This is an optimization exercise on Yosys and OpenROAD, whose aim is small area, a short achievable clock period and few clock cycles, not a production implementation. In this exercise RTL edits were held to simulation tests only and were not proved equivalent to the original. Power and IR drop assume default switching activity.

==> design/flow/design.v <==
module ss_voice #(
    parameter RATE = 48000
) (
    input  wire        clk,
    input  wire        clear,       
    input  wire        load_cfg,    
    input  wire [15:0] cfg_attack_ms,
    input  wire [15:0] cfg_decay_ms,
    input  wire [15:0] cfg_release_ms,
    input  wire [15:0] cfg_sustain,
    input  wire        op_set_freq,
    input  wire        op_set_vol,
    input  wire        op_stop,
    input  wire        op_advance,
    input  wire [15:0] arg,
    output wire [15:0] vol,         
    output wire [15:0] sample,      
    output wire        busy
);
    localparam HALF = RATE / 2;
    localparam SPMS = RATE / 1000;
    localparam [2:0] T_STOP    = 3'd0,
                     T_ATTACK  = 3'd1,
                     T_DECAY   = 3'd2,
                     T_SUSTAIN = 3'd3,
                     T_RELEASE = 3'd4;
    reg [15:0] osc_freq;
    reg [15:0] osc_vol;
    reg [15:0] osc_phase;
    reg [15:0] peak_vol;
    reg [15:0] sustain_vol;
    reg [2:0]  tag;
    reg [15:0] from_vol;
    reg [21:0] ticks_rem;
    reg [21:0] attack_ticks;
    reg [21:0] decay_ticks;
    reg [21:0] release_ticks;
    reg [14:0] sustain_num;
    reg        md_busy;
    reg [5:0]  md_cnt;
    reg [31:0] md_q;         
    reg [16:0] md_rem;
    reg [15:0] md_div;
    reg        md_neg;
    reg [15:0] md_base;
    reg        md_to_sustain;
    assign vol  = osc_vol;
    assign busy = md_busy;
    assign sample = (osc_freq == 16'd0)  ? 16'd0 :
                    (osc_phase < HALF)   ? osc_vol : (16'd0 - osc_vol);
    wire [16:0] ph_sum = {1'b0, osc_phase} + {1'b0, osc_freq};
    reg  [16:0] ph_next;
    always @(*) begin
        if (ph_sum >= 2 * RATE)
            ph_next = ph_sum - 2 * RATE;
        else if (ph_sum >= RATE)
            ph_next = ph_sum - RATE;
        else
            ph_next = ph_sum;
    end
    reg [21:0] ramp_total;
    reg [15:0] ramp_from;
    reg [15:0] ramp_to;
    always @(*) begin
        case (tag)
            T_ATTACK: begin
                ramp_total = attack_ticks;
                ramp_from  = from_vol;
                ramp_to    = peak_vol;
            end
            T_DECAY: begin
                ramp_total = decay_ticks;
                ramp_from  = peak_vol;
                ramp_to    = sustain_vol;
            end
            default: begin  
                ramp_total = release_ticks;
                ramp_from  = from_vol;
                ramp_to    = 16'd0;
            end
        endcase
    end
    wire is_ramp = (tag == T_ATTACK) || (tag == T_DECAY) || (tag == T_RELEASE);
    wire [21:0] elapsed = ramp_total - ticks_rem;
    reg  [2:0]  shamt;
    always @(*) begin
        if (ramp_total[21])      shamt = 3'd6;
        else if (ramp_total[20]) shamt = 3'd5;
        else if (ramp_total[19]) shamt = 3'd4;
        else if (ramp_total[18]) shamt = 3'd3;
        else if (ramp_total[17]) shamt = 3'd2;
        else if (ramp_total[16]) shamt = 3'd1;
        else                     shamt = 3'd0;
    end
    wire [21:0] e_sh = elapsed >> shamt;
    wire [21:0] t_sh = ramp_total >> shamt;
    wire signed [16:0] ramp_d   = $signed({1'b0, ramp_to}) - $signed({1'b0, ramp_from});
    wire        [15:0] ramp_mag = ramp_d[16] ? (16'd0 - ramp_d[15:0]) : ramp_d[15:0];
    wire [15:0] clamped_arg = arg[15] ? 16'd0 : arg;
    wire [15:0] mul_a = op_set_vol ? clamped_arg : ramp_mag;
    wire [15:0] mul_b = op_set_vol ? {1'b0, sustain_num} : e_sh[15:0];
    wire [31:0] mul_p = mul_a * mul_b;
    wire [16:0] md_shift = {md_rem[15:0], md_q[31]};
    wire        md_ge    = md_shift >= {1'b0, md_div};
    wire [15:0] md_qfin  = {md_q[14:0], md_ge};    
    wire [15:0] md_res   = md_neg ? (md_base - md_qfin) : (md_base + md_qfin);
    wire start = !md_busy;
    always @(posedge clk) begin
        if (clear) begin
            osc_freq    <= 16'd0;
            osc_vol     <= 16'd0;
            osc_phase   <= 16'd0;
            peak_vol    <= 16'd0;
            sustain_vol <= 16'd0;
            tag         <= T_STOP;
            from_vol    <= 16'd0;
            ticks_rem   <= 22'd0;
            md_busy     <= 1'b0;
            md_cnt      <= 6'd0;
            if (load_cfg) begin
                attack_ticks  <= cfg_attack_ms  * SPMS;
                decay_ticks   <= cfg_decay_ms   * SPMS;
                release_ticks <= cfg_release_ms * SPMS;
                sustain_num   <= cfg_sustain[15] ? 15'd0 : cfg_sustain[14:0];
            end
        end else if (md_busy) begin
            md_rem <= md_ge ? (md_shift - {1'b0, md_div}) : md_shift;
            md_q   <= {md_q[30:0], md_ge};
            md_cnt <= md_cnt + 6'd1;
            if (md_cnt == 6'd31) begin
                md_busy <= 1'b0;
                if (md_to_sustain)
                    sustain_vol <= md_qfin;
                else
                    osc_vol <= md_res;
            end
        end else if (start) begin
            if (op_set_freq) begin
                from_vol  <= osc_vol;
                ticks_rem <= attack_ticks;
                tag       <= T_ATTACK;
                osc_freq  <= arg;
            end else if (op_set_vol) begin
                peak_vol      <= clamped_arg;
                md_q          <= mul_p;
                md_rem        <= 17'd0;
                md_div        <= 16'd32767;
                md_neg        <= 1'b0;
                md_base       <= 16'd0;
                md_to_sustain <= 1'b1;
                md_cnt        <= 6'd0;
                md_busy       <= 1'b1;
            end else if (op_stop) begin
                from_vol  <= osc_vol;
                ticks_rem <= release_ticks;
                tag       <= T_RELEASE;
            end else if (op_advance) begin
                if (is_ramp) begin
                    if (ramp_total == 22'd0) begin
                        osc_vol <= ramp_to;
                    end else begin
                        md_q          <= mul_p;
                        md_rem        <= 17'd0;
                        md_div        <= t_sh[15:0];
                        md_neg        <= ramp_d[16];
                        md_base       <= ramp_from;
                        md_to_sustain <= 1'b0;
                        md_cnt        <= 6'd0;
                        md_busy       <= 1'b1;
                    end
                    if (ticks_rem == 22'd0) begin
                        case (tag)
                            T_ATTACK: begin
                                tag       <= T_DECAY;
                                ticks_rem <= decay_ticks;
                            end
                            T_DECAY: tag <= T_SUSTAIN;
                            default: begin
                                tag      <= T_STOP;
                                osc_freq <= 16'd0;
                            end
                        endcase
                    end else begin
                        ticks_rem <= ticks_rem - 22'd1;
                    end
                end
                if (!(tag == T_RELEASE && ticks_rem == 22'd0))
                    osc_phase <= ph_next[15:0];
            end
        end
    end
endmodule
module softsynth_core (
    input  wire        clk,
    input  wire        rst,             
    input  wire        cmd_valid,
    output wire        cmd_ready,
    input  wire [31:0] cmd,
    input  wire [15:0] cfg_attack_ms0,
    input  wire [15:0] cfg_decay_ms0,
    input  wire [15:0] cfg_release_ms0,
    input  wire [15:0] cfg_sustain0,
    input  wire [15:0] cfg_attack_ms1,
    input  wire [15:0] cfg_decay_ms1,
    input  wire [15:0] cfg_release_ms1,
    input  wire [15:0] cfg_sustain1,
    output reg  [15:0] out_sample,
    output reg         out_valid,
    output reg  [31:0] out_rsp,
    output reg  [7:0]  fault_code,
    output wire        fault
);
    localparam [7:0] OP_SET_FREQ    = 8'h01,
                     OP_SET_VOL     = 8'h02,
                     OP_VOL         = 8'h03,
                     OP_GET         = 8'h04,
                     OP_ADVANCE     = 8'h05,
                     OP_STOP        = 8'h06,
                     OP_STEP        = 8'h07,
                     OP_VOICE_RESET = 8'h08,
                     OP_MOD_SETVOL  = 8'h10,
                     OP_MOD_START   = 8'h11,
                     OP_MOD_STOP    = 8'h12,
                     OP_MIX_LEN     = 8'h30,
                     OP_TICK        = 8'h40,
                     OP_RESET       = 8'h7F;
    localparam [7:0] CV_ILLEGAL_CMD = 8'h06;
    wire [7:0]  op  = cmd[31:24];
    wire [7:0]  tgt = cmd[23:16];
    wire [15:0] arg = cmd[15:0];
    wire busy0, busy1;
    wire [15:0] vol0, vol1, smp0, smp1;
    assign cmd_ready = !busy0 && !busy1;
    assign fault     = (fault_code != 8'd0);
    wire accept = cmd_valid && cmd_ready;
    wire tgt_ok   = (tgt == 8'd0) || (tgt == 8'd1);
    wire arg_zero = (arg == 16'd0);
    reg  legal;
    always @(*) begin
        case (op)
            OP_SET_FREQ, OP_SET_VOL, OP_MOD_SETVOL, OP_MOD_START:
                legal = tgt_ok;
            OP_VOL, OP_GET, OP_ADVANCE, OP_STOP, OP_STEP, OP_VOICE_RESET, OP_MOD_STOP:
                legal = tgt_ok && arg_zero;
            OP_MIX_LEN, OP_TICK, OP_RESET:
                legal = (tgt == 8'd0) && arg_zero;
            default:
                legal = 1'b0;
        endcase
    end
    wire do_cmd   = accept && legal;
    wire is_reset = rst || (do_cmd && op == OP_RESET);
    wire is_tick  = do_cmd && (op == OP_TICK);
    wire sel0 = (tgt[0] == 1'b0);
    wire sel1 = (tgt[0] == 1'b1);
    wire c_set_freq = do_cmd && (op == OP_SET_FREQ || op == OP_MOD_START);
    wire c_set_vol  = do_cmd && (op == OP_SET_VOL  || op == OP_MOD_SETVOL);
    wire c_stop     = do_cmd && (op == OP_STOP     || op == OP_MOD_STOP);
    wire c_advance  = do_cmd && (op == OP_ADVANCE  || op == OP_STEP);
    wire c_vreset   = do_cmd && (op == OP_VOICE_RESET);
    ss_voice u_voice0 (
        .clk           (clk),
        .clear         (is_reset || (c_vreset && sel0)),
        .load_cfg      (is_reset),
        .cfg_attack_ms (cfg_attack_ms0),
        .cfg_decay_ms  (cfg_decay_ms0),
        .cfg_release_ms(cfg_release_ms0),
        .cfg_sustain   (cfg_sustain0),
        .op_set_freq   (c_set_freq && sel0),
        .op_set_vol    (c_set_vol  && sel0),
        .op_stop       (c_stop     && sel0),
        .op_advance    ((c_advance && sel0) || is_tick),
        .arg           (arg),
        .vol           (vol0),
        .sample        (smp0),
        .busy          (busy0)
    );
    ss_voice u_voice1 (
        .clk           (clk),
        .clear         (is_reset || (c_vreset && sel1)),
        .load_cfg      (is_reset),
        .cfg_attack_ms (cfg_attack_ms1),
        .cfg_decay_ms  (cfg_decay_ms1),
        .cfg_release_ms(cfg_release_ms1),
        .cfg_sustain   (cfg_sustain1),
        .op_set_freq   (c_set_freq && sel1),
        .op_set_vol    (c_set_vol  && sel1),
        .op_stop       (c_stop     && sel1),
        .op_advance    ((c_advance && sel1) || is_tick),
        .arg           (arg),
        .vol           (vol1),
        .sample        (smp1),
        .busy          (busy1)
    );
    wire signed [16:0] mix_sum = $signed({smp0[15], smp0}) + $signed({smp1[15], smp1});
    wire        [15:0] mix_sat = (mix_sum > 17'sd32767)  ? 16'h7FFF :
                                 (mix_sum < -17'sd32768) ? 16'h8000 : mix_sum[15:0];
    wire [15:0] sel_vol = sel1 ? vol1 : vol0;
    wire [15:0] sel_smp = sel1 ? smp1 : smp0;
    always @(posedge clk) begin
        if (is_reset) begin
            out_sample <= 16'd0;
            out_valid  <= 1'b0;
            out_rsp    <= 32'd0;
            fault_code <= 8'd0;
        end else if (accept) begin
            if (!legal) begin
                if (fault_code == 8'd0)
                    fault_code <= CV_ILLEGAL_CMD;
            end else begin
                case (op)
                    OP_VOL:            out_rsp <= {16'd0, sel_vol};
                    OP_GET, OP_STEP:   out_rsp <= {16'd0, sel_smp};
                    OP_MIX_LEN:        out_rsp <= 32'hFFFF_FFFF;
                    OP_TICK: begin
                        out_sample <= mix_sat;
                        out_valid  <= 1'b1;
                    end
                    default: ;
                endcase
            end
        end
    end
endmodule
==> design/flow/run.sh <==
#!/bin/bash
# synth_recipe.tcl (not shown) runs the flow's synth.tcl, then flattens the netlist and writes it again
# the make line also repeats each setting of config.mk as NAME=value (left out here)
make -C /OpenROAD-flow-scripts/flow DESIGN_CONFIG=/design/flow/config.mk WORK_HOME=/design/flow/orfs CLKGATE_MAP_FILE= SYNTH_SCRIPT=/design/flow/synth_recipe.tcl finish
==> design/flow/config.mk <==
export PLATFORM = sky130hd
export DESIGN_NAME = softsynth_core
export DESIGN_NICKNAME = softsynth_core
export VERILOG_FILES = /design/flow/design.v
export SDC_FILE = /design/flow/constraint.sdc
export NUM_CORES = 4
export LEC_CHECK = 0
export CAP_MARGIN = 20
export CORE_MARGIN = 2
export CORE_UTILIZATION = 40
export SLEW_MARGIN = 20
==> design/flow/constraint.sdc <==
create_clock -name core_clock -period 12.0 [get_ports {clk}]
set_input_delay 2.4000 -clock core_clock [delete_from_list [all_inputs] [get_ports {clk}]]
set_output_delay 2.4000 -clock core_clock [all_outputs]
set_load 0.01 [all_outputs]
==> impl_metrics.tcl <==
set metrics [dict create \
    outcome "no timing/DRC/antenna violations" \
    start_util_pct 40.15 \
    peakVddDrop_mv 0.1008 \
    setup_viol 0 \
    drive_gt1_share_pct 6.732 \
    postCtsHoldBufs 0 \
    cts-root-buf "clkbuf_16" \
    antenna_found_initial 6 \
    antennaDiodeCount 0 \
    ys_seq_area_share_pct 24.41 \
    grt_usage_pct 25.58 \
    layoutNonFillerInstCount 9531 \
    cp_slowest_cell "nor3b_2" \
    crit_top_cell "fa_1" \
    cp_data_required_time_ns 12.44 \
    synth.distinct_cells 120 \
    setup_ws_ns 0.4346 \
    period_share_pct 96.38 \
    first_pass_iters 9 \
    cts_sinks 591 \
    finalHoldViolCount 0 \
    worst_slew_pin_slew_ns 1.124 \
    whs_ns 0.4512 \
    insertion_delay_ns 0.70 \
    grt_pass1_vias 52352 \
    areaGrowthSynthToFinish_pct 12.79 \
    grt_pass1_wl_mm 310.7 \
    slew_headroom_pct 25.07 \
    finalPower_mw 6.300 \
    drt_iter0_markers 4343 \
    pin_count 222 \
    post-place-ws_ns 0.1520 \
    worstSetupPathType "reg2reg" \
    portBuffers 215 \
    routed_wl_mm 202.7 \
    max_stage_delay_ns 0.75 \
    dieHeight_um 394.0 \
    rows 143 \
    drc_errors 0 \
    via_per_inst 5.665 \
    cts_buffers 75 \
    wl_per_cell_um 21.27 \
    placed_cells 9387 \
    synth_area_per_cell_um2 8.375 \
    hp-class "reg2reg" \
    ys_ff_latch 591 \
    htree_levels 3 \
    core_area_um2 151500 \
    grt_max_degree 89 \
    netlist_instances 7265 \
    synth-edff-count 302 \
    ys.flop_type "edfxtp_1" \
    async_flop_share_pct 0 \
    die-area_um2 155200 \
    yosys.area.top_type "edfxtp_1" \
    clockBufferDepth 3 \
    nets 8504 \
    fin_skew_ns 0.03098 \
    ys_warn_count 2 \
    routabilityCongestion 0.9784 \
    synthTopCellsByArea "edfxtp_1 (15%), fa_1 (13%), ha_1 (10%)" \
    grt_overflow 0 \
    crit_arrival_ns 12.00 \
    period_needed_ns 11.57 \
    netlist_area_um2 60840 \
    max_cap_violations 0 \
    crit_fanout 14 \
    tritoncts "yes" \
    dp_hpwl_mm 160.9 \
    drv_slew 0 \
    powerDensity_nw_per_um2 91.80 \
    cts.clk_slew.worst_paths_ns 0.06 \
    end_kind "flip-flop" \
    yosysTopAreaCellShare_pct 14.91 \
    dieWidth_um 394.0 \
    yosysMostFrequentCell "nand2_1" \
    vias 53991 \
    leakage_nw 28.55 \
    fmax_mhz 86.46 \
    yosys-top-cells-count "nand2_1 (926), inv_1 (727), nor2_1 (722)" \
    ant_nets 0 \
    start_kind "flip-flop" \
]
==> cell type report <==
| type | instances | area, µm² |
|---|---|---|
| Clock buffer | 100 | 2180 |
| Clock inverter | 39 | 509.2 |
| Fill cell | 14961 | 82920 |
| Inverter | 731 | 2744 |
| Multi-Input combinational cell | 5615 | 42010 |
| Sequential cell | 591 | 14860 |
| Tap cell | 2030 | 2540 |
| Timing Repair Buffer | 425 | 3781 |
==> logic make-up (layout without fill, tap and decap cells) <==
family	Yosys count	after routing	share of synthesized area [%]
compound gates	1734	1734	18.65
other cells	1	6	0.006163
simple gates	2446	2446	18.13
mux	164	164	3.091
xor+xnor	348	348	5.022
buf+inv	1064	1295	6.920
flops	591	591	24.41
fa+ha+maj	917	917	23.77
==> path summary, 6_finish.rpt <==
kind	from	to	slack, ns	cells past startpoint
setup / recovery	u_voice1.tag[0]	u_voice1.md_q[31]	0.43	35
hold / removal	u_voice1.from_vol[11]	u_voice1.from_vol[11]	0.45	2
setup reg to reg	u_voice1.tag[0]	u_voice1.md_q[31]	0.43	35
hold reg to reg	u_voice1.from_vol[11]	u_voice1.from_vol[11]	0.45	2
==> state kept, by name (all words and copies together) (netlist names), 17 cells and up <==
register                count
u_voice1.attack_ticks      18
u_voice1.md_q              32
u_voice1.release_ticks     18
u_voice1.ticks_rem         22
u_voice0.decay_ticks       18
u_voice0.attack_ticks      18
u_voice0.release_ticks     18
u_voice1.decay_ticks       18
u_voice0.ticks_rem         22
u_voice0.md_q              32
out_rsp                    17
==> critical path, delay by kind of cell (launching register included) <==
| kind | cells | cell delay [ns] |
|---|---|---|
| compound gates | 13 | 3.88 |
| fa+ha+maj | 8 | 3.70 |
| simple gates | 6 | 2.04 |
| mux | 3 | 0.65 |
| flops | 1 | 0.57 |
| xor+xnor | 2 | 0.26 |
| buf+inv | 3 | 0.21 |
==> repair_timing <==
action	in CTS	in global routing
endpoints found under the setup margin	0	6
buffers inserted	0	2
resized for setup	0	22
==> cells in the final DEF, fill, tap and decap left out, types with 253 or more instances in the layout <==
master	netlist	final
ha_1	499	499
fa_1	403	403
edfxtp_1	302	302
nand2_1	926	925
a21oi_1	511	507
dfxtp_1	289	287
xnor2_1	253	253
inv_1	727	727
nor2_1	722	716
o21ai_0	321	316
==> per-layer routing <==
| layer | share of wire, % | global-route usage (%) |
|---|---|---|
| met2 | 46 | 41.98 |
| met4 | 3.9 | 8.997 |
| met5 | 0.013 | 0 |
| met1 | 43 | 34.39 |
| met3 | 6.6 | 3.604 |
==> through the flow <==
| step | area, µm² | utilization [%] | setup TNS, ns |
|---|---|---|---|
| 2_1_floorplan | 60860 | - | 0 |
| 3_3_place_gp | 65790 | 43.41 | 0 |
| 3_5_place_dp | 65790 | 43.41 | 0 |
| 4_1_cts | 68480 | 45.19 | 0 |
| 5_1_grt | 68620 | 45.28 | -0.01184 |
| 6_report | 68620 | 45.28 | 0 |
==> where the power goes <==
group | leakage [nW] | total, mW | internal, mW | switching (mW)
Clock | 1.29 | 2.49 | 1.47 | 1.03
Combinational | 22.1 | 1.54 | 0.521 | 1.02
Sequential | 5.11 | 2.27 | 2.21 | 0.0603
Total | 28.5 | 6.30 | 4.20 | 2.10
Testbench counts, summed over its fixed seeds: cycles 2,079,392.

what the ideal ports hide:
How much do the figures lean on ideal ports? The routed layout below was timed once more, with nothing changed but the port constraints.
Step 1 sets driving cells, clkbuf_16 on the clock port and buf_2 on the other inputs (assumed; they add their load-dependent delay and slew).
Step 2 adds t to the input delays and takes it off the output delays; t is the mean of the earliest and latest rising clock arrival at the registers after step 1. Input paths then give back, and output paths get back, about the clock's delay inside the block.
Slacks: ideal / step 1 / step 2; pairs: ideal / step 1.
shift t [ns]: 0.763
slack for setup (ns): 0.435 / 0.435 / 0.215
slew at the worst register clock pin (ns): 0.07 / 0.07
After both steps this run still meets setup and hold. For this run, drivers alone change the setup slack by 0.000 ns; drivers and shift together by -0.220 ns.
